This is an optimization exercise on Yosys and OpenROAD, whose aim is small area, a short achievable clock period and few clock cycles per item, not a production implementation. At most, simulation tests tie the RTL to the original design; equivalence was not proved. Only the layout flow was run in run 1; the RTL was not checked for function there.

==> flow/design.v, too long to show whole: its modules and the start of the top module <==
// module nco_waveform: 2232 lines
// module fa_cell: 4 lines
// module ha_cell: 4 lines
module nco_waveform (
    input  wire        clk,
    input  wire        rst,         
    input  wire        in_valid,
    output wire        in_ready,
    input  wire [31:0] p_in,
    input  wire [31:0] gain_in,
    input  wire [2:0]  wave_in,
    input  wire [31:0] rng_in,
    output reg         out_valid,
    output reg  [31:0] y_out,
    output reg  [31:0] rng_out
);
  // ...
==> flow/run.sh <==
#!/bin/bash
# synth_recipe.tcl (not shown) runs the flow's synth.tcl, then flattens the netlist and writes it again
# the make line also repeats each setting of config.mk as NAME=value (left out here)
make -C /OpenROAD-flow-scripts/flow DESIGN_CONFIG=/design/flow/config.mk WORK_HOME=/design/flow/orfs CLKGATE_MAP_FILE= SYNTH_SCRIPT=/design/flow/synth_recipe.tcl finish
==> flow/config.mk <==
export PLATFORM = sky130hd
export DESIGN_NAME = nco_waveform
export DESIGN_NICKNAME = nco_waveform
export VERILOG_FILES = /design/flow/design.v
export SDC_FILE = /design/flow/constraint.sdc
export NUM_CORES = 4
export LEC_CHECK = 0
export CAP_MARGIN = 50
export CORE_MARGIN = 2
export CORE_UTILIZATION = 50
export CTS_CLUSTER_DIAMETER = 100
export CTS_CLUSTER_SIZE = 30
export SLEW_MARGIN = 70
export SYNTH_HIERARCHICAL = 1
==> flow/constraint.sdc <==
create_clock -name core_clock -period 22.0 [get_ports {clk}]
set_input_delay 4.4000 -clock core_clock [delete_from_list [all_inputs] [get_ports {clk}]]
set_output_delay 4.4000 -clock core_clock [all_outputs]
set_load 0.01 [all_outputs]
==> flow_summary.ini, run 1 <==
[synthesis]
synth_common_cells = 795 x nand2_1, 687 x dfxtp_1, 657 x fa_1
syn_nets = 5686
synth_most_common_cell = nand2_1
synthCells = 4710

[timing]
tns_ps = 0
rsz0062_at_grt = false
finalCritPeriodShare_pct = 27.29

[layout]
nNonClkBuffers = 269
largestClassByArea = multi-input gates
diodes = 0

[place]
place_area_mm2 = 0.05067

[floorplanning]
ios = 168
nWellTaps = 1254
rows = 112

[routing]
route.met3.wl_um = 8902
routed.top_layer = met4

[worst_setup_path]
r2r_end = a1[24]$_DFF_P_
critPathBufInv = 1
cp_num_cells = 1
r2r-start = p0[1]$_DFF_P_

[global_routing]
use_met2_pct = 45.64
track_usage_pct = 27.02

[worst_hold_path]
hold_class = flop to flop

[clock_network]
ctsHoldBuffers = 0

[run_status]
outcome = no timing/DRC/antenna violations
==> run 2, diff against run 1 <==
--- a/flow/design.v
+++ b/flow/design.v
@@ -2152,60 +2152,59 @@
     always @(*) begin
         c_tzg = 5'd24;
         c_tzv = 5'd24;
         for (i = 23; i >= 0; i = i - 1) begin
             if (c_gm[i]) c_tzg = i[4:0];
             if (m3[i])   c_tzv = i[4:0];
         end
     end
-    wire        c_st  = ({1'b0, c_tzg} + {1'b0, c_tzv}) < 6'd22;      
+    wire [5:0]  c_tzp = {1'b0, c_tzg} + {1'b0, c_tzv};                
+    wire        c_st  = c_tzp < 6'd22;                                  
     wire signed [9:0] c_e1 = $signed({2'd0, c_gep}) + $signed({2'd0, eb3}) - $signed({5'd0, lz3})
                            - 10'sd126;                                  
     wire signed [9:0] c_sh1r = 10'sd1 - c_e1;
     wire signed [9:0] c_sh0r = 10'sd2 - c_e1;
     wire [4:0]  c_sh1 = (c_sh1r <= 10'sd0) ? 5'd0 : ((c_sh1r > 10'sd26) ? 5'd26 : c_sh1r[4:0]);
     wire [4:0]  c_sh0 = (c_sh0r <= 10'sd0) ? 5'd0 : ((c_sh0r > 10'sd26) ? 5'd26 : c_sh0r[4:0]);
     wire        c_gnan = (c_ge == 8'hFF) && (g3[22:0] != 23'd0);
     wire        c_ginf = (c_ge == 8'hFF) && (g3[22:0] == 23'd0);
     wire        c_gz   = (g3[30:0] == 31'd0);
     reg [25:0] pa4, pb4;
     reg        ci4, st4;
     reg [7:0]  ef4;
     reg [4:0]  sh14, sh04;
+    reg [5:0]  tz4;
     reg        sy4, nanq4, inf4, zero4, nanp4;
     reg [31:0] r4;
     always @(posedge clk) begin
         pa4   <= mc_ra[47:22];
         pb4   <= mc_rb[47:22];
         ci4   <= c_lo[22];
         st4   <= c_st;
         ef4   <= c_e1[7:0];
         sh14  <= c_sh1;
         sh04  <= c_sh0;
+        tz4   <= c_tzp;
         sy4   <= g3[31] ^ sg3;
         nanq4 <= c_gnan || (c_ginf && z3);
         inf4  <= c_ginf && !z3;
         zero4 <= (c_gz || z3) && !c_gnan && !c_ginf;
         nanp4 <= nanp3;
         r4    <= r3;
     end
     wire [25:0] d_p  = ~(pa4 + pb4 + {25'd0, ci4});    
     wire        d_h  = d_p[25];
     wire [24:0] d_w  = d_h ? d_p[25:1] : d_p[24:0];    
     wire [7:0]  d_ef = d_h ? ef4 : (ef4 - 8'd1);
     wire [4:0]  d_sh = d_h ? sh14 : sh04;
     wire [24:0] d_ws = d_w >> d_sh;
-    reg  [4:0]  d_tz;                     
-    always @(*) begin
-        d_tz = 5'd26;
-        for (i = 25; i >= 0; i = i - 1)
-            if (d_p[i]) d_tz = i[4:0];
-    end
-    wire        d_so = d_h ? (d_tz <= sh14) : (d_tz < sh04);
+    wire        d_so1 = (tz4 <= 6'd22 + {1'b0, sh14});
+    wire        d_so0 = (tz4 < 6'd22 + {1'b0, sh04});
+    wire        d_so  = d_h ? d_so1 : d_so0;
     reg [23:0] m5;
     reg        rg5, rs5;
     reg [7:0]  ef5;
     reg        sy5, nanq5, inf5, zero5, nanp5;
     reg [31:0] r5;
     always @(posedge clk) begin
         m5    <= d_ws[24:1];
         rg5   <= d_ws[0];
==> run 2 against run 1 <==
Compared with the run above: still clean; critical path depth unchanged; via count is essentially flat; clock-buffer cell count rose by 3; largest cell class unchanged.
==> flow_summary.ini, run 2 <==
[synthesis]
yosysTopAreaCellShare_pct = 29.22
ys.flop_type = dfxtp_1
syn_nets = 5730
synth.distinct_cells = 95
synth_compound_area_share_pct = 10.60
synth_most_common_cell = nand2_1
synth_edf_count = 0
synth_common_cells = 773 x nand2_1, 693 x dfxtp_1, 657 x fa_1
synth_fa_ha_area_share_pct = 33.55
syn_area_mm2 = 0.04748
ys_warn_count = 7
synth_seq_cells = 693
synth.yosys.seq_area_share_pct = 29.22
synth-async-reset-ratio_pct = 0
synth.avg_cell_area_um2 = 9.997
synth_top_family_by_area = adder cells
synthCells = 4749
yosysTopAreaCell = dfxtp_1
synthTopCellsByArea = dfxtp_1 29%, fa_1 28%, nand2_1 6.1%
yosys.area_share.simple_pct = 14.53
synth_xor_area_share_pct = 4.174
muxShareOfSynthArea_pct = 3.866

[timing]
hold_viol = 0
finalCritPeriodShare_pct = 27.36
fmax_mhz = 166.2
clock-skew-final_ps = 40.63
min_period_ps = 6018
hold_slack_ps = 301.1
rsz0062_at_grt = false
maxSlewViolCount = 0
finalSetupViolCount = 0
tns_ps = 0

[layout]
drive_gt1_share_pct = 8.696
diodes = 0
mostFrequentLayoutCells = 770 x nand2_1, 657 x fa_1, 632 x dfxtp_1
area_growth_pct = 10.94
final_common_cell = nand2_1
seq_area_mm2 = 0.01397
nets = 5748
multi_input_area_mm2 = 0.03248
fill_cells = 8319
fin_area_mm2 = 0.05267

[floorplanning]
ios = 168
dieArea_mm2 = 0.09743
fp.dieW_um = 312.1
rows = 113
coreArea_mm2 = 0.09459
die_h_um = 312.1
start_util_pct = 50.19

[clock_network]
ctsHoldBuffers = 0
post-cts-setup-buffers = 0
cts_tree = built
cts_buffers = 34
cts-root-buf = clkbuf_16
clk_pin_slew_worst_paths_ps = 110
h-tree-depth = 2
clock_latency_ps = 650
clk_path_buf_depth = 3
cts_resized = 0
clock-sinks = 693

[worst_setup_path]
worst-setup-path-type = flop to output port
r2r-start = g3[18]$_DFF_P_
required_ps = 17600
rr_worst_depth = 16
critPathBufInv = 1
cp_slowest_cell = clkdlybuf4s50_1
end_kind = output port
r2r_end = ci4$_DFF_P_
r2r_slack_ps = 16360
cp.arrival_ps = 1620
slowest_delay_ps = 560
start_kind = flop
crit_fanout = 1
crit_chain = clkdlybuf4s50_1
cp_top_family = buffers and inverters

[routing]
drt-pass1-iter-count = 6
wirelength_um = 130800
drc = 0
wire_per_inst_um = 21.63
drt_iter0_drc = 2924
vias = 34710
avgViaCountPerCell = 5.738
ant_nets = 0

[place]
place.port_buffers = 165
place_congestion = 0.9221
dpl.hpwl_um = 95760
place_area_mm2 = 0.05112

[worst_hold_path]
min_path_cells = 0
hold_class = flop to flop
hold_path.startpoint = g2[23]$_DFF_P_
hold_end = g3[23]$_DFF_P_

[global_routing]
grt_max_degree = 52
track_usage_pct = 26.85
antenna_found_initial = 1
grt_overflow = 0
first_global_vias = 35120
grt_pass1_wl_um = 203000

[run_status]
outcome = no timing/DRC/antenna violations

[run]
drv_cap = 0
-- run 2: how the worst max path moves through the flow --
stage                              startpoint           to  cells after the start
after floorplan              m3[1]$_SDFF_PP0_  ci4$_DFF_P_                     19
after global placement       m3[1]$_SDFF_PP0_  ci4$_DFF_P_                     15
after detailed placement       g3[18]$_DFF_P_  ci4$_DFF_P_                     16
after CTS                 rng_out[29]$_DFF_P_  rng_out[29]                      1
after global routing      rng_out[30]$_DFF_P_  rng_out[30]                      1
final                     rng_out[30]$_DFF_P_  rng_out[30]                      1
-- run 2: final cells by class --
class                   instances  share of cell area [%]
clock inverters                14                  0.4703
inverters                     208                   1.504
well taps                    1265                   3.005
multi-input cells            3560                   61.66
flip-flops and latches        693                   26.53
clock buffers                  39                   1.691
repair buffers                270                   5.143
-- run 2: metal layers --
metal / routed length, um / share of wire (%) / vias to the layer above / global-route usage [%]
met3: 10240 / 7.8 / 250 / 4.990
met5: 0 / 0 / - / 0
met4: 4558 / 3.5 / 0 / 8.851
li1: - / - / 15920 / -
met1: 54720 / 42 / 17190 / 36.28
met2: 61290 / 47 / 1353 / 43.71
-- run 2: per-stage QoR --
step | setup slack, ps | utilization (%) | cells
3_5_place_dp | 16400 | 54.04 | 5988
2_1_floorplan | 16510 | - | 4749
6_report | 15980 | 55.69 | 6049
5_1_grt | 15920 | 55.69 | 6049
3_3_place_gp | 15970 | 52.98 | 5960
4_1_cts | 15910 | 55.25 | 6041
-- run 2: cell families after synthesis --
kind of cell    after synthesis
other cells                   1
simple gates               1531
mux                         156
xor+xnor                    213
fa+ha+maj                   879
flops                       693
compound gates              780
buf+inv                     496
-- run 2: modules after synthesis, one instance, submodules excluded --
| module | cells inside | area, um^2 | flip-flops and latches | times used |
|---|---|---|---|---|
| ha_cell | 1 | 12.51 | 0 | 32 |
| nco_waveform | 4070 | 34120 | 693 | 1 |
| fa_cell | 1 | 20.02 | 0 | 647 |
Testbench counts of run 2, summed over its fixed seeds: cycles 3,256, items 3,200.
==> run 3, diff against run 2 <==
--- a/flow/config.mk
+++ b/flow/config.mk
@@ -7,8 +7,9 @@
 export LEC_CHECK = 0
 export CAP_MARGIN = 50
 export CORE_MARGIN = 2
-export CORE_UTILIZATION = 50
+export CORE_UTILIZATION = 60
 export CTS_CLUSTER_DIAMETER = 100
 export CTS_CLUSTER_SIZE = 30
+export PLACE_DENSITY = 0.7
 export SLEW_MARGIN = 70
 export SYNTH_HIERARCHICAL = 1
==> run 3 against run 2 <==
Compared with the run above: global-route usage increased by 4.6 points; worst hold slack improved by 21 ps; via count increased by 2.2%; clock skew decreased by 2.6 ps; critical endpoint is now rng_out[29]; synthesized cell count unchanged; still clean on timing, DRC and antenna; register-to-register slack about the same; area after synthesis unchanged; first-iteration DRC count increased by 16%; utilization increased by 11 points; design area decreased by 1.1%; cell count decreased by 3.8%.
==> flow_summary.ini, run 3 <==
[layout]
nets = 5738
diodes = 0
multi_input_area_mm2 = 0.03251
seq_area_mm2 = 0.01397
drive_gt1_share_pct = 8.302
area_growth_pct = 9.727
final_common_cell = nand2_1
mostFrequentLayoutCells = 770 x nand2_1, 657 x fa_1, 634 x dfxtp_1
fill_cells = 6237

[clock_network]
clock_latency_ps = 650
h-tree-depth = 1
cts_buffers = 30
cts-root-buf = clkbuf_16
clock-sinks = 693
ctsHoldBuffers = 0
clk_pin_slew_worst_paths_ps = 110
clk_path_buf_depth = 3
cts_tree = built
post-cts-setup-buffers = 0
cts_resized = 0

[timing]
hold_slack_ps = 321.6
rsz0062_at_grt = false
maxSlewViolCount = 0
tns_ps = 0
clock-skew-final_ps = 38.03
finalSetupViolCount = 0
min_period_ps = 5990
fmax_mhz = 167.0
hold_viol = 0
finalCritPeriodShare_pct = 27.23

[worst_setup_path]
start_kind = flop
cp.arrival_ps = 1590
end_kind = output port
crit_fanout = 1
cp_top_family = buffers and inverters
required_ps = 17600
cp_slowest_cell = clkdlybuf4s50_1
crit_chain = clkdlybuf4s50_1
r2r_slack_ps = 16370
worst-setup-path-type = flop to output port
slowest_delay_ps = 550
critPathBufInv = 1

[worst_hold_path]
hold_class = flop to flop

[global_routing]
antenna_found_initial = 4
grt_max_degree = 52
grt_overflow = 0
track_usage_pct = 31.49
first_global_vias = 36110
grt_pass1_wl_um = 200600

[routing]
wirelength_um = 127600
ant_nets = 0
avgViaCountPerCell = 6.097
drc = 0
drt-pass1-iter-count = 6
wire_per_inst_um = 21.93
vias = 35490
drt_iter0_drc = 3379

[synthesis]
synthTopCellsByArea = dfxtp_1 29%, fa_1 28%, nand2_1 6.1%
synthCells = 4749
synth.distinct_cells = 95
synth.avg_cell_area_um2 = 9.997
yosysTopAreaCell = dfxtp_1
synth-async-reset-ratio_pct = 0
ys_warn_count = 7
syn_nets = 5730
synth_seq_cells = 693
synth.yosys.seq_area_share_pct = 29.22
yosysTopAreaCellShare_pct = 29.22
synth_most_common_cell = nand2_1
synth_edf_count = 0
syn_area_mm2 = 0.04748
ys.flop_type = dfxtp_1
synth_common_cells = 773 x nand2_1, 693 x dfxtp_1, 657 x fa_1

[place]
dpl.hpwl_um = 93460
place.port_buffers = 165
place_congestion = 0.9471

[floorplanning]
start_util_pct = 60.39
fp.dieW_um = 285.3
rows = 103
dieArea_mm2 = 0.08139
coreArea_mm2 = 0.07861
die_h_um = 285.3
ios = 168

[run_status]
outcome = no timing/DRC/antenna violations

[run]
drv_cap = 0
## run 3: worst paths after layout
kind,cells past startpoint,from,to
worst max-delay path,1,rng_out[29]$_DFF_P_,rng_out[29]
worst min register to register,0,r5[4]$_DFF_P_,rng_out[4]$_DFF_P_
worst max register to register,18,g3[15]$_DFF_P_,ci4$_DFF_P_
worst min-delay path,0,r5[4]$_DFF_P_,rng_out[4]$_DFF_P_
## run 3: stage by stage
stage	cells	worst slack (ps)	instance area (um^2)	util (%)
5_1_grt	5820	15940	52100	66.27
3_3_place_gp	5746	15820	49840	63.40
6_report	5820	16010	52100	66.27
4_1_cts	5816	15940	51690	65.75
3_5_place_dp	5771	16380	50730	64.53
2_1_floorplan	4749	16510	47480	-
## run 3: per-module statistics from Yosys (local to each module, per instance)
| module | area, um^2 | cells |
|---|---|---|
| fa_cell | 20.02 | 1 |
| ha_cell | 12.51 | 1 |
| nco_waveform | 34120 | 4070 |
## run 3: final cells by class
cell class,count,area share [%]
multi-input cells,3560,62.41
flip-flops and latches,693,26.82
repair buffers,264,4.900
well taps,1050,2.522
clock buffers,39,1.585
inverters,208,1.513
clock inverters,6,0.2522
## run 3: logic make-up (layout without fill, tap and decap cells)
group / after synthesis / count (layout) / share of synthesized area (%)
flip-flops: 693 / 693 / 29.22
multiplexers: 156 / 156 / 3.866
adder cells (fa/ha/maj): 879 / 879 / 33.55
buffers and inverters: 496 / 517 / 4.051
AO/OA/AOI/OAI: 780 / 780 / 10.60
AND/OR/NAND/NOR: 1531 / 1531 / 14.53
XOR/XNOR: 213 / 213 / 4.174
other: 1 / 1 / 0.007899
## run 3: per-layer routing
layer / routed length (um) / vias up / part of all wire, % / track usage, %
met5: 0 / - / 0 / 0
met4: 6210 / 0 / 4.9 / 12.87
met3: 11950 / 388 / 9.4 / 6.392
met2: 58870 / 1795 / 46 / 50.66
met1: 50580 / 17390 / 40 / 41.89
li1: - / 15910 / - / -
==> run 4, diff against run 3 <==
--- a/flow/config.mk
+++ b/flow/config.mk
@@ -7,9 +7,9 @@
 export LEC_CHECK = 0
 export CAP_MARGIN = 50
 export CORE_MARGIN = 2
-export CORE_UTILIZATION = 60
+export CORE_UTILIZATION = 70
 export CTS_CLUSTER_DIAMETER = 100
 export CTS_CLUSTER_SIZE = 30
-export PLACE_DENSITY = 0.7
+export PLACE_DENSITY = 0.8
 export SLEW_MARGIN = 70
 export SYNTH_HIERARCHICAL = 1
==> run 4 against run 3 <==
Compared with the run above: worst setup slack got worse by 20 ps; critical path type unchanged; die area decreased by 14%; largest cell class unchanged; fmax decreased by 0.33%; sequential cell count unchanged; design area decreased by 0.60%; critical path depth unchanged; utilization increased by 11 points.
==> flow_summary.ini, run 4 <==
[floorplanning]
rows = 95
start_util_pct = 70.69
coreArea_mm2 = 0.06716
die_h_um = 264.4
ios = 168
dieArea_mm2 = 0.06992
fp.dieW_um = 264.4

[timing]
fmax_mhz = 166.4
min_period_ps = 6009
hold_viol = 0
finalCritPeriodShare_pct = 27.32
rsz0062_at_grt = false
finalSetupViolCount = 0
tns_ps = 0
maxSlewViolCount = 0
clock-skew-final_ps = 28.51

[synthesis]
synth_most_common_cell = nand2_1
ys_warn_count = 7
yosysTopAreaCell = dfxtp_1
synth_compound_area_share_pct = 10.60
synth-async-reset-ratio_pct = 0
synth_edf_count = 0
synth_seq_cells = 693
synth_fa_ha_area_share_pct = 33.55
synth.yosys.seq_area_share_pct = 29.22
syn_nets = 5730
synthTopCellsByArea = dfxtp_1 29%, fa_1 28%, nand2_1 6.1%
yosys.area_share.simple_pct = 14.53
synth_common_cells = 773 x nand2_1, 693 x dfxtp_1, 657 x fa_1
synth_top_family_by_area = adder cells
syn_area_mm2 = 0.04748
synthCells = 4749
ys.flop_type = dfxtp_1
yosysTopAreaCellShare_pct = 29.22
synth_xor_area_share_pct = 4.174
synth.distinct_cells = 95
muxShareOfSynthArea_pct = 3.866
synth.avg_cell_area_um2 = 9.997

[routing]
wire_per_inst_um = 22.99
drt_iter0_drc = 4221
wirelength_um = 129600
drt-pass1-iter-count = 7
avgViaCountPerCell = 6.465
ant_nets = 0
drc = 0
vias = 36440

[run]
drv_cap = 0

[clock_network]
clock-sinks = 693
cts-root-buf = clkbuf_16
clk_pin_slew_worst_paths_ps = 110
post-cts-setup-buffers = 0
cts_tree = built
clk_path_buf_depth = 3
cts_buffers = 29
ctsHoldBuffers = 0
clock_latency_ps = 660
h-tree-depth = 1
cts_resized = 0

[global_routing]
grt_overflow = 0
grt_pass1_wl_um = 201400
antenna_found_initial = 2
track_usage_pct = 36.87
first_global_vias = 37160
grt_max_degree = 52

[layout]
fin_area_mm2 = 0.05178
area_growth_pct = 9.074
nets = 5732
mostFrequentLayoutCells = 770 x nand2_1, 657 x fa_1, 639 x dfxtp_1
drive_gt1_share_pct = 8.442
final_common_cell = nand2_1
stdcell_count = 5637

[worst_setup_path]
end_kind = output port
cp_slowest_cell = clkdlybuf4s50_1
critPathBufInv = 1
crit_chain = clkdlybuf4s50_1
start_kind = flop
required_ps = 17600
crit_fanout = 1
cp.arrival_ps = 1610
cp_top_family = buffers and inverters
slowest_delay_ps = 560
worst-setup-path-type = flop to output port

[place]
place_area_mm2 = 0.05038
place_congestion = 0.9635
placed_cells = 5588
place.port_buffers = 165
dpl.hpwl_um = 93590

[worst_hold_path]
hold_class = flop to flop

[run_status]
outcome = no timing/DRC/antenna violations
[run 4: changes by cell type in the layout (fill, tap and decap cells not counted), sizes merged]
cell / previous run / this run
dlymetal6s2s: 0 / 1
clkdlybuf4s50: 165 / 166
buf: 97 / 92
clkinv: 8 / 7
clkbuf: 39 / 35
clkdlybuf4s25: 1 / 0
inv: 206 / 208
clkdlybuf4s15: 1 / 0
diode: 0 / 2
[run 4: layout make-up]
cell class / count / area, um^2
Tap cell: 873 / 1092
Inverter: 208 / 784.5
Fill cell: 4391 / 15370
Clock inverter: 7 / 118.9
Sequential cell: 693 / 13950
Clock buffer: 35 / 748.2
Timing Repair Buffer: 259 / 2494
Antenna cell: 2 / 5.005
Multi-Input combinational cell: 3560 / 32590
[run 4: worst reg2reg max path, stage by stage (launching register included)]
cell	delay [ps]
dfxtp_1	330
buf_4	370
nand2_1	170
fa_1	530
fa_1	540
fa_1	530
fa_1	520
fa_1	520
fa_1	500
ha_1	320
a21oi_1	190
nor2b_1	60
o21ai_0	140
nand2b_1	80
a21oi_1	150
nor2b_1	60
o21ai_0	160
nand2b_1	80
a221o_1	340
[run 4: logic make-up after synthesis]
family	Yosys count
and+or+nand+nor	1531
other	1
buffers and inverters	496
xor gates and xnor gates	213
adders and majority gates	879
muxes	156
AOI/OAI and AO/OA	780
DFF	693
[run 4: layer usage]
| metal | global-route usage, % | up-vias | wire (um) |
|---|---|---|---|
| met4 | 18.55 | 2 | 7780 |
| met1 | 46.33 | 17660 | 46950 |
| met3 | 9.438 | 569 | 14410 |
| met5 | 0 | - | 19 |
| li1 | - | 15900 | - |
| met2 | 59.57 | 2313 | 60460 |
[run 4: final timing paths]
path / from / to / slack (ps) / cells past startpoint
setup / recovery: rng_out[30]$_DFF_P_ / rng_out[30] / 15990 / 1
hold / removal: r2[14]$_DFF_P_ / r3[14]$_DFF_P_ / 320 / 0
setup reg to reg: g3[15]$_DFF_P_ / ci4$_DFF_P_ / 16270 / 18
hold reg to reg: r2[14]$_DFF_P_ / r3[14]$_DFF_P_ / 320 / 0
[run 4: per-module statistics from Yosys (local to each module, per instance)]
module | area (um^2) | flops+latches | copies in the design
ha_cell | 12.51 | 0 | 32
fa_cell | 20.02 | 0 | 647
nco_waveform | 34120 | 693 | 1
[run 4: metrics by stage]
step	setup WS (ps)	hold slack [ps]	utilization [%]
floorplan	16510	309.6	-
CTS	15940	316.7	76.31
finish	15990	315.1	77.11
global placement	15920	309.6	73.93
detailed placement	16340	312.1	75.02
global route	15950	322.8	77.10
==> run 5, diff against run 4 <==
==> flow/flow/run.sh (new file) <==
#!/bin/bash
# Layout: the standard flow (standard.sh, all steps unchanged), with the input and
# output port buffers that placement inserts made from sky130_fd_sc_hd__buf_2 cells.
# The make output goes to standard.log; ORFS's own per-step logs stay under orfs/logs/.
set -euo pipefail
export BUFFER_PORTS_ARGS="-buffer_cell sky130_fd_sc_hd__buf_2"
bash standard.sh finish > standard.log 2>&1
==> flow/standard.sh (new file) <==
#!/bin/bash
# synth_recipe.tcl (not shown) runs the flow's synth.tcl, then flattens the netlist and writes it again
# the make line also repeats each setting of config.mk as NAME=value (left out here)
make -C /OpenROAD-flow-scripts/flow DESIGN_CONFIG=/design/flow/config.mk WORK_HOME=/design/flow/orfs CLKGATE_MAP_FILE= SYNTH_SCRIPT=/design/flow/synth_recipe.tcl "${@:-finish}"
--- a/flow/config.mk
+++ b/flow/config.mk
@@ -7,9 +7,8 @@
 export LEC_CHECK = 0
 export CAP_MARGIN = 50
 export CORE_MARGIN = 2
-export CORE_UTILIZATION = 70
+export CORE_UTILIZATION = 50
 export CTS_CLUSTER_DIAMETER = 100
 export CTS_CLUSTER_SIZE = 30
-export PLACE_DENSITY = 0.8
 export SLEW_MARGIN = 70
 export SYNTH_HIERARCHICAL = 1
removed: flow/run.sh
==> run 5 against run 4 <==
Compared with the run above: die area up 39%; sequential share of layout area fell by 0.15 points; routed wire length is 2.2% higher; clock-buffer cell count increased by 4; utilization is 22 points lower; still clean; highest routed layer is now met4; area after synthesis is the same.
==> flow_summary.ini, run 5 <==
[layout]
nets = 5756
utilization_pct = 55.18
diodes = 0
final_common_cell = nand2_1
fill_cells = 8331
drive_gt1_share_pct = 12.58
mostFrequentLayoutCells = 770 x nand2_1, 657 x fa_1, 631 x dfxtp_1
area_growth_pct = 9.943

[timing]
clock-skew-final_ps = 37.16
tns_ps = 0
min_period_ps = 5780
maxSlewViolCount = 0
slew-limit-headroom_pct = 66.49
rsz0062_at_grt = false
fmax_mhz = 173.0
setup_slack_ps = 16220
finalCritPeriodShare_pct = 26.27
finalSetupViolCount = 0
hold_viol = 0
worstMarginPinSlew_ps = 495.6

[synthesis]
synth.avg_cell_area_um2 = 9.997
synth.distinct_cells = 95
muxShareOfSynthArea_pct = 3.866
synth.yosys.seq_area_share_pct = 29.22
synthTopCellsByArea = dfxtp_1 29%, fa_1 28%, nand2_1 6.1%
synth_seq_cells = 693
ys.flop_type = dfxtp_1
ys_warn_count = 7
synthCells = 4749
synth_fa_ha_area_share_pct = 33.55
synth_most_common_cell = nand2_1
synth_compound_area_share_pct = 10.60
synth-async-reset-ratio_pct = 0
synth_edf_count = 0
synth_common_cells = 773 x nand2_1, 693 x dfxtp_1, 657 x fa_1
yosysTopAreaCell = dfxtp_1
yosysTopAreaCellShare_pct = 29.22
syn_area_mm2 = 0.04748
yosys.area_share.simple_pct = 14.53
synth_xor_area_share_pct = 4.174
synth_top_family_by_area = adder cells
syn_nets = 5730

[global_routing]
grt_overflow = 0
track_usage_pct = 27.13
antenna_found_initial = 1
grt_max_degree = 52
first_global_vias = 35370
grt_pass1_wl_um = 205800

[clock_network]
cts_buffers = 35
cts_tree = built
cts_resized = 0
clk_pin_slew_worst_paths_ps = 110
clock_latency_ps = 630
ctsHoldBuffers = 0
clk_path_buf_depth = 3
post-cts-setup-buffers = 0
clock-sinks = 693
cts-root-buf = clkbuf_16
h-tree-depth = 2

[floorplanning]
fp.dieW_um = 312.1
ios = 168
dieArea_mm2 = 0.09743
start_util_pct = 50.19
coreArea_mm2 = 0.09459
rows = 113
die_h_um = 312.1

[worst_setup_path]
crit_fanout = 24
cp.arrival_ps = 6290
cp_top_family = adder cells
critPathBufInv = 3
cp_slowest_cell = fa_1
start_kind = flop
slowest_delay_ps = 560
path_common_cell = fa_1
required_ps = 22510
end_kind = flop
crit_chain = buf_4 > inv_1 > nor2_1 > ha_1 > inv_1 > fa_1 > fa_1 > fa_1 > fa_1 > fa_1 > fa_1 > ha_1 > nor2b_1 > o21ai_0 > nand2b_1 > a221o_1
worst-setup-path-type = flop to flop

[routing]
drt-pass1-iter-count = 6
wirelength_um = 132500
drt_iter0_drc = 2851
vias = 35040
ant_nets = 0
wire_per_inst_um = 21.87
drc = 0
avgViaCountPerCell = 5.782

[place]
place_congestion = 0.9040
place.port_buffers = 165
dpl.hpwl_um = 96800
pre_cts_ws_ps = 16310

[run]
drv_cap = 0

[worst_hold_path]
hold_class = flop to flop

[run_status]
outcome = no timing/DRC/antenna violations
==> run 5: cell count changes in the layout (fill, tap and decap cells not counted), moves of 5 or more <==
cell / change
dfxtp_4: +10
buf_4: -7
buf_6: +5
buf_1: +6
dfxtp_1: -8
clkbuf_16: +6
clkdlybuf4s50_1: -166
buf_16: +8
buf_2: +169
==> run 5: cells by family after synthesis <==
logic type / Yosys count
multiplexers: 156
other: 1
adder cells (fa/ha/maj): 879
XOR/XNOR: 213
AND/OR/NAND/NOR: 1531
buffers and inverters: 496
flip-flops: 693
AO/OA/AOI/OAI: 780
==> run 5: cell type report <==
cell class | instances | area (um^2) | area share, %
multi-input combinational | 3560 | 32660 | 62.57
sequential | 693 | 13990 | 26.79
clock buffer | 39 | 890.9 | 1.707
inverter | 208 | 788.3 | 1.510
clock inverter | 17 | 334.1 | 0.6400
tap | 1265 | 1583 | 3.032
timing repair buffer | 277 | 1957 | 3.749
==> run 5: worst paths after layout <==
check / cells after the start / endpoint / slack, ps / from
worst min register to register: 0 / g3[17]$_DFF_P_ / 310 / g2[17]$_DFF_P_
worst max register to register: 16 / ci4$_DFF_P_ / 16220 / g3[18]$_DFF_P_
worst min-delay path: 0 / g3[17]$_DFF_P_ / 310 / g2[17]$_DFF_P_
worst max-delay path: 16 / ci4$_DFF_P_ / 16220 / g3[18]$_DFF_P_
==> run 5: worst register-to-register path, stage by stage, from the launching register on <==
cell and delay [ps]:
dfxtp_1 320, buf_4 370, inv_1 270, nor2_1 260, ha_1 270, inv_1 80, fa_1 430, fa_1 550
fa_1 550, fa_1 560, fa_1 550, fa_1 490, ha_1 300, nor2b_1 130, o21ai_0 140, nand2b_1 80
a221o_1 340
==> run 5: layer usage <==
| layer | GRT usage [%] | vias up | routed length [um] |
|---|---|---|---|
| li1 | - | 15960 | - |
| met1 | 37.15 | 17310 | 55730 |
| met2 | 43.36 | 1481 | 61270 |
| met3 | 5.216 | 283 | 10640 |
| met4 | 9.167 | 0 | 4849 |
| met5 | 0 | - | 0 |
==> run 5: per-module statistics from Yosys, one instance, submodules excluded <==
| module | copies in the design | cells | flops+latches |
|---|---|---|---|
| ha_cell | 32 | 1 | 0 |
| fa_cell | 647 | 1 | 0 |
| nco_waveform | 1 | 4070 | 693 |
==> run 5: stage by stage <==
| stage | hold WS (ps) | instances | cell area [um^2] |
|---|---|---|---|
| detailed placement | 312.1 | 5998 | 50450 |
| global placement | 309.9 | 5955 | 49260 |
| CTS | 310.8 | 6054 | 51670 |
| global route | 316.2 | 6059 | 52200 |
| finish | 311.4 | 6059 | 52200 |
| floorplan | 309.6 | 4749 | 47480 |
==> run 6, diff against run 5 <==
--- a/flow/config.mk
+++ b/flow/config.mk
@@ -7,8 +7,9 @@
 export LEC_CHECK = 0
 export CAP_MARGIN = 50
 export CORE_MARGIN = 2
-export CORE_UTILIZATION = 50
+export CORE_UTILIZATION = 60
 export CTS_CLUSTER_DIAMETER = 100
 export CTS_CLUSTER_SIZE = 30
+export PLACE_DENSITY = 0.7
 export SLEW_MARGIN = 70
 export SYNTH_HIERARCHICAL = 1
==> run 6 against run 5 <==
Compared with the run above: worst hold slack improved by 14 ps; fmax increased by 1.9%; critical path type unchanged; sequential cell count unchanged; largest cell class unchanged; die area decreased by 16%; still clean; clock skew decreased by 8.6 ps; design area decreased by 1.7%.
==> flow_summary.ini, run 6 <==
[floorplanning]
die_h_um = 285.3
dieArea_mm2 = 0.08139
rows = 103
fp.dieW_um = 285.3
coreArea_mm2 = 0.07861
ios = 168
start_util_pct = 60.39

[clock_network]
cts_tree = built
clock_latency_ps = 640
post-cts-setup-buffers = 0
h-tree-depth = 1
clock-sinks = 693
clk_path_buf_depth = 3
cts_resized = 0
cts-root-buf = clkbuf_16
clk_pin_slew_worst_paths_ps = 100
cts_buffers = 31
ctsHoldBuffers = 0

[synthesis]
synth-async-reset-ratio_pct = 0
synth_common_cells = 773 x nand2_1, 693 x dfxtp_1, 657 x fa_1
syn_area_mm2 = 0.04748
synth.yosys.seq_area_share_pct = 29.22
synth_edf_count = 0
synth_most_common_cell = nand2_1
syn_nets = 5730
synthTopCellsByArea = dfxtp_1 29%, fa_1 28%, nand2_1 6.1%
synth.avg_cell_area_um2 = 9.997
yosysTopAreaCell = dfxtp_1
ys.flop_type = dfxtp_1
ys_warn_count = 7
synth_seq_cells = 693
yosysTopAreaCellShare_pct = 29.22
synthCells = 4749
synth.distinct_cells = 95

[routing]
avgViaCountPerCell = 6.117
ant_nets = 0
drt_iter0_drc = 3517
drt-pass1-iter-count = 6
wire_per_inst_um = 21.82
wirelength_um = 127000
drc = 0
vias = 35620

[worst_hold_path]
hold_class = flop to flop

[global_routing]
first_global_vias = 36070
track_usage_pct = 31.10
grt_overflow = 0
antenna_found_initial = 2
grt_pass1_wl_um = 198800
grt_max_degree = 52

[layout]
drive_gt1_share_pct = 11.86
mostFrequentLayoutCells = 770 x nand2_1, 657 x fa_1, 639 x dfxtp_1
stdcell_count = 5823
final_common_cell = nand2_1
nets = 5741
area_growth_pct = 8.022

[worst_setup_path]
crit_fanout = 24
cp_top_family = adder cells
slowest_delay_ps = 550
path_common_cell = fa_1
required_ps = 22510
start_kind = flop
cp_slowest_cell = fa_1
worst-setup-path-type = flop to flop
critPathBufInv = 3
crit_chain = buf_4 > inv_1 > nor2_1 > ha_1 > inv_1 > fa_1 > fa_1 > fa_1 > fa_1 > fa_1 > fa_1 > ha_1 > nor2b_1 > o21ai_0 > nand2b_1 > a221o_1
end_kind = flop
cp.arrival_ps = 6190

[timing]
tns_ps = 0
rsz0062_at_grt = false
hold_viol = 0
fmax_mhz = 176.2
min_period_ps = 5675
maxSlewViolCount = 0
setup_slack_ps = 16330
finalCritPeriodShare_pct = 25.79
slew-limit-headroom_pct = 66.69
finalSetupViolCount = 0
worstMarginPinSlew_ps = 495.5
clock-skew-final_ps = 28.60

[run]
drv_cap = 0

[run_status]
outcome = no timing/DRC/antenna violations

[place]
placed_cells = 5772
pre_cts_ws_ps = 16380
dpl.hpwl_um = 92420
place.port_buffers = 165
place_congestion = 0.9471
## run 6: cell counts after synthesis
Identical to the previous run, type by type.
## run 6: stage by stage
stage	hold WS, ps	utilization, %	instance area, um^2
detailed placement	312.1	63.44	49880
global placement	309.8	62.41	49060
floorplan	309.6	-	47480
CTS	319.3	64.68	50850
finish	325.2	65.24	51290
global route	329.5	65.23	51280
## run 6: kinds of logic (layout without fill, tap and decap cells)
logic type / Yosys count / after routing / synth area share (%)
fa+ha+maj: 879 / 879 / 33.55
simple gates: 1531 / 1531 / 14.53
flops: 693 / 693 / 29.22
compound gates: 780 / 780 / 10.60
mux: 156 / 156 / 3.866
other cells: 1 / 2 / 0.007899
xor+xnor: 213 / 213 / 4.174
buf+inv: 496 / 519 / 4.051
## run 6: path summary, 6_finish.rpt
kind / slack [ps] / startpoint / cells after the start / to
min: 330 / g1[16]$_DFF_P_ / 0 / g2[16]$_DFF_P_
max: 16330 / g3[18]$_DFF_P_ / 16 / ci4$_DFF_P_
max reg2reg: 16330 / g3[18]$_DFF_P_ / 16 / ci4$_DFF_P_
min reg2reg: 330 / g1[16]$_DFF_P_ / 0 / g2[16]$_DFF_P_
## run 6: per-module statistics from Yosys (local to each module, per instance)
| module | flops+latches | cells inside | times used | area (um^2) |
|---|---|---|---|---|
| nco_waveform | 693 | 4070 | 1 | 34120 |
| ha_cell | 0 | 1 | 32 | 12.51 |
| fa_cell | 0 | 1 | 647 | 20.02 |
## run 6: area by class of cell
cell class | instances | area, um^2
diodes | 1 | 2.502
clock buffers | 35 | 790.8
clock inverters | 10 | 178.9
fillers | 6295 | 27330
inverters | 208 | 784.5
multi-input cells | 3560 | 32500
flip-flops and latches | 693 | 13960
well taps | 1050 | 1314
repair buffers | 266 | 1759
## run 6: layer usage
| metal | global-route usage, % | wire (um) | part of all wire (%) | up-vias |
|---|---|---|---|---|
| li1 | - | - | - | 15930 |
| met1 | 41.80 | 50400 | 40 | 17500 |
| met2 | 50.28 | 59260 | 47 | 1813 |
| met3 | 5.624 | 11630 | 9.2 | 376 |
| met4 | 12.28 | 5737 | 4.5 | 2 |
| met5 | 0 | 13 | 0.010 | - |
==> run 7, diff against run 6 <==
--- a/flow/config.mk
+++ b/flow/config.mk
@@ -7,9 +7,9 @@
 export LEC_CHECK = 0
 export CAP_MARGIN = 50
 export CORE_MARGIN = 2
-export CORE_UTILIZATION = 60
+export CORE_UTILIZATION = 70
 export CTS_CLUSTER_DIAMETER = 100
 export CTS_CLUSTER_SIZE = 30
-export PLACE_DENSITY = 0.7
+export PLACE_DENSITY = 0.8
 export SLEW_MARGIN = 70
 export SYNTH_HIERARCHICAL = 1
==> run 7 against run 6 <==
Compared with the run above: global-route usage rose by 6.0 points; register-to-register slack got worse by 80 ps; clock skew is 20 ps higher; utilization up 11 points; sequential share of layout area grew 0.20 points; design area shrank 0.66%; fmax decreased by 1.3%; die area decreased by 14%; routed wire length increased by 2.6%; via count rose by 2.1%; critical endpoint unchanged.
==> flow_summary.ini, run 7 <==
[run_status]
outcome = no timing/DRC/antenna violations

[run]
drv_cap = 0

[worst_setup_path]
worst-setup-path-type = flop to flop
required_ps = 22530
r2r_slack_ps = 16250
crit_path_start = g3[18]$_DFF_P_
end_kind = flop
r2r_end = ci4$_DFF_P_
cp.arrival_ps = 6280
start_kind = flop
crit_fanout = 24
r2r-start = g3[18]$_DFF_P_
rr_worst_depth = 16

[floorplanning]
die_h_um = 264.4
fp.dieW_um = 264.4
start_util_pct = 70.69
coreArea_mm2 = 0.06716
rows = 95
ios = 168
dieArea_mm2 = 0.06992

[synthesis]
synth_common_cells = 773 x nand2_1, 693 x dfxtp_1, 657 x fa_1
synth-async-reset-ratio_pct = 0
yosysTopAreaCellShare_pct = 29.22
ys.flop_type = dfxtp_1
synth_seq_cells = 693
synth.yosys.seq_area_share_pct = 29.22
synthCells = 4749
synth_edf_count = 0
synth.avg_cell_area_um2 = 9.997
syn_nets = 5730
syn_area_mm2 = 0.04748
synth.distinct_cells = 95
synthTopCellsByArea = dfxtp_1 29%, fa_1 28%, nand2_1 6.1%
yosysTopAreaCell = dfxtp_1
ys_warn_count = 7
synth_most_common_cell = nand2_1

[routing]
ant_nets = 0
wirelength_um = 130300
wire_per_inst_um = 23.13
avgViaCountPerCell = 6.459
vias = 36380
drt-pass1-iter-count = 7
drc = 0
drt_iter0_drc = 3897

[clock_network]
cts_buffers = 30
clock_latency_ps = 660
h-tree-depth = 1
clk_pin_slew_worst_paths_ps = 110
cts-root-buf = clkbuf_16
ctsHoldBuffers = 0
clk_path_buf_depth = 3
cts_resized = 0
post-cts-setup-buffers = 0
clock-sinks = 693
cts_tree = built

[global_routing]
track_usage_pct = 37.10
first_global_vias = 37510
grt_overflow = 0
grt_max_degree = 52
antenna_found_initial = 2
grt_pass1_wl_um = 202500

[layout]
final_common_cell = nand2_1
utilization_pct = 75.86
mostFrequentLayoutCells = 770 x nand2_1, 657 x fa_1, 634 x dfxtp_1
area_growth_pct = 7.313
drive_gt1_share_pct = 11.68
diodes = 0
nets = 5730
fill_cells = 4461

[timing]
finalSetupViolCount = 0
finalCritPeriodShare_pct = 26.15
hold_viol = 0
maxSlewViolCount = 0
tns_ps = 0
rsz0062_at_grt = false
worstMarginPinSlew_ps = 494.0
min_period_ps = 5752
slew-limit-headroom_pct = 66.84
clock-skew-final_ps = 48.63
fmax_mhz = 173.8

[worst_hold_path]
min_path_cells = 0
hold_path.startpoint = r4[29]$_DFF_P_
hold_end = r5[29]$_DFF_P_
hold_class = flop to flop

[place]
dpl.hpwl_um = 92950
place_congestion = 0.9861
place.port_buffers = 165
## run 7: cell count changes in the layout (fill, tap and decap cells not counted), sizes merged
cell	change
clkdlybuf4s18	-2
inv	-2
diode	-1
bufinv	+1
buf	-8
clkbuf	-1
clkinv	-1
clkdlybuf4s25	+1
## run 7: layout make-up
| type | instances | area (um^2) | share of cell area [%] |
|---|---|---|---|
| tap | 873 | 1092 | 2.144 |
| clock buffer | 35 | 769.5 | 1.510 |
| timing repair buffer | 256 | 1644 | 3.227 |
| sequential | 693 | 13970 | 27.41 |
| inverter | 208 | 784.5 | 1.540 |
| multi-input combinational | 3560 | 32500 | 63.78 |
| clock inverter | 8 | 193.9 | 0.3806 |
## run 7: metrics by stage
stage	instance area, um^2	hold slack, ps	std cells	setup WS, ps
global route	50950	332.1	5633	15980
floorplan	47480	309.6	4749	16510
finish	50950	321.9	5633	16250
CTS	50520	329.8	5630	16330
detailed placement	49560	312.1	5587	16400
global placement	48810	309.5	5571	15870
## run 7: worst max path at each step
| stage | to | slack [ps] | cells after the start |
|---|---|---|---|
| final | ci4$_DFF_P_ | 16250 | 16 |
| after global routing | a1[24]$_DFF_P_ | 15980 | 16 |
| after CTS | ci4$_DFF_P_ | 16330 | 13 |
| after detailed placement | ci4$_DFF_P_ | 16400 | 13 |
| after global placement | a1[24]$_DFF_P_ | 15870 | 16 |
| after floorplan | ci4$_DFF_P_ | 16510 | 19 |
## run 7: Yosys stat by module, one instance, submodules excluded
module,flops+latches,copies in the design,area (um^2),cells
fa_cell,0,647,20.02,1
ha_cell,0,32,12.51,1
nco_waveform,693,1,34120,4070
## run 7: worst max-delay path, stage by stage (launching register included)
cell	delay, ps
dfxtp_1	330
buf_4	380
inv_1	260
nor2_1	190
ha_1	250
inv_1	80
fa_1	420
fa_1	550
fa_1	560
fa_1	550
fa_1	560
fa_1	510
ha_1	300
nor2b_1	130
o21ai_0	150
nand2b_1	70
a221o_1	340
## run 7: cells by family (layout without fill, tap and decap cells)
logic type	count (synthesis)	count (layout)	share of synthesized area (%)
adder cells (fa/ha/maj)	879	879	33.55
AO/OA/AOI/OAI	780	780	10.60
flip-flops	693	693	29.22
multiplexers	156	156	3.866
buffers and inverters	496	507	4.051
XOR/XNOR	213	213	4.174
other	1	1	0.007899
AND/OR/NAND/NOR	1531	1531	14.53
## run 7: per-layer routing
layer | GRT usage (%) | wire length [um]
met1 | 46.41 | 47320
met2 | 60.00 | 60760
met5 | 0 | 25
met4 | 19.50 | 7759
met3 | 9.196 | 14440

==> static timing again, ports no longer ideal <==
No port has a modelled driver above. Below, the same layouts with a new extraction and two added sets of constraints. Step 1: set_driving_cell puts a clkbuf_16 on clk and a buf_2 on each other input, an assumption about the parent block. Step 2 moves the port delays by t, midway between the first and last clock arrival at a register: inputs arrive t later, outputs are due t later. That takes back most of the time a late clock gives input paths. Slacks: ideal / step 1 / step 2; pairs: ideal / step 1.
run	shift t [ns]	setup WS [ns]	worst setup path after step 2	pins driven straight from the clock port
run 1	0.716	15.996 / 15.933 / 16.257	register to register	1
run 2	0.697	15.981 / 15.916 / 16.359	register to register	1
run 3	0.697	16.010 / 15.945 / 16.372	register to register	1
run 4	0.704	15.991 / 15.928 / 16.269	register to register	1
run 5	0.687	16.220 / 16.220 / 16.220	register to register	1
run 6	0.695	16.325 / 16.325 / 16.325	register to register	1
run 7	0.701	16.248 / 16.248 / 16.248	register to register	1
After both steps setup and hold are still met in every run listed.
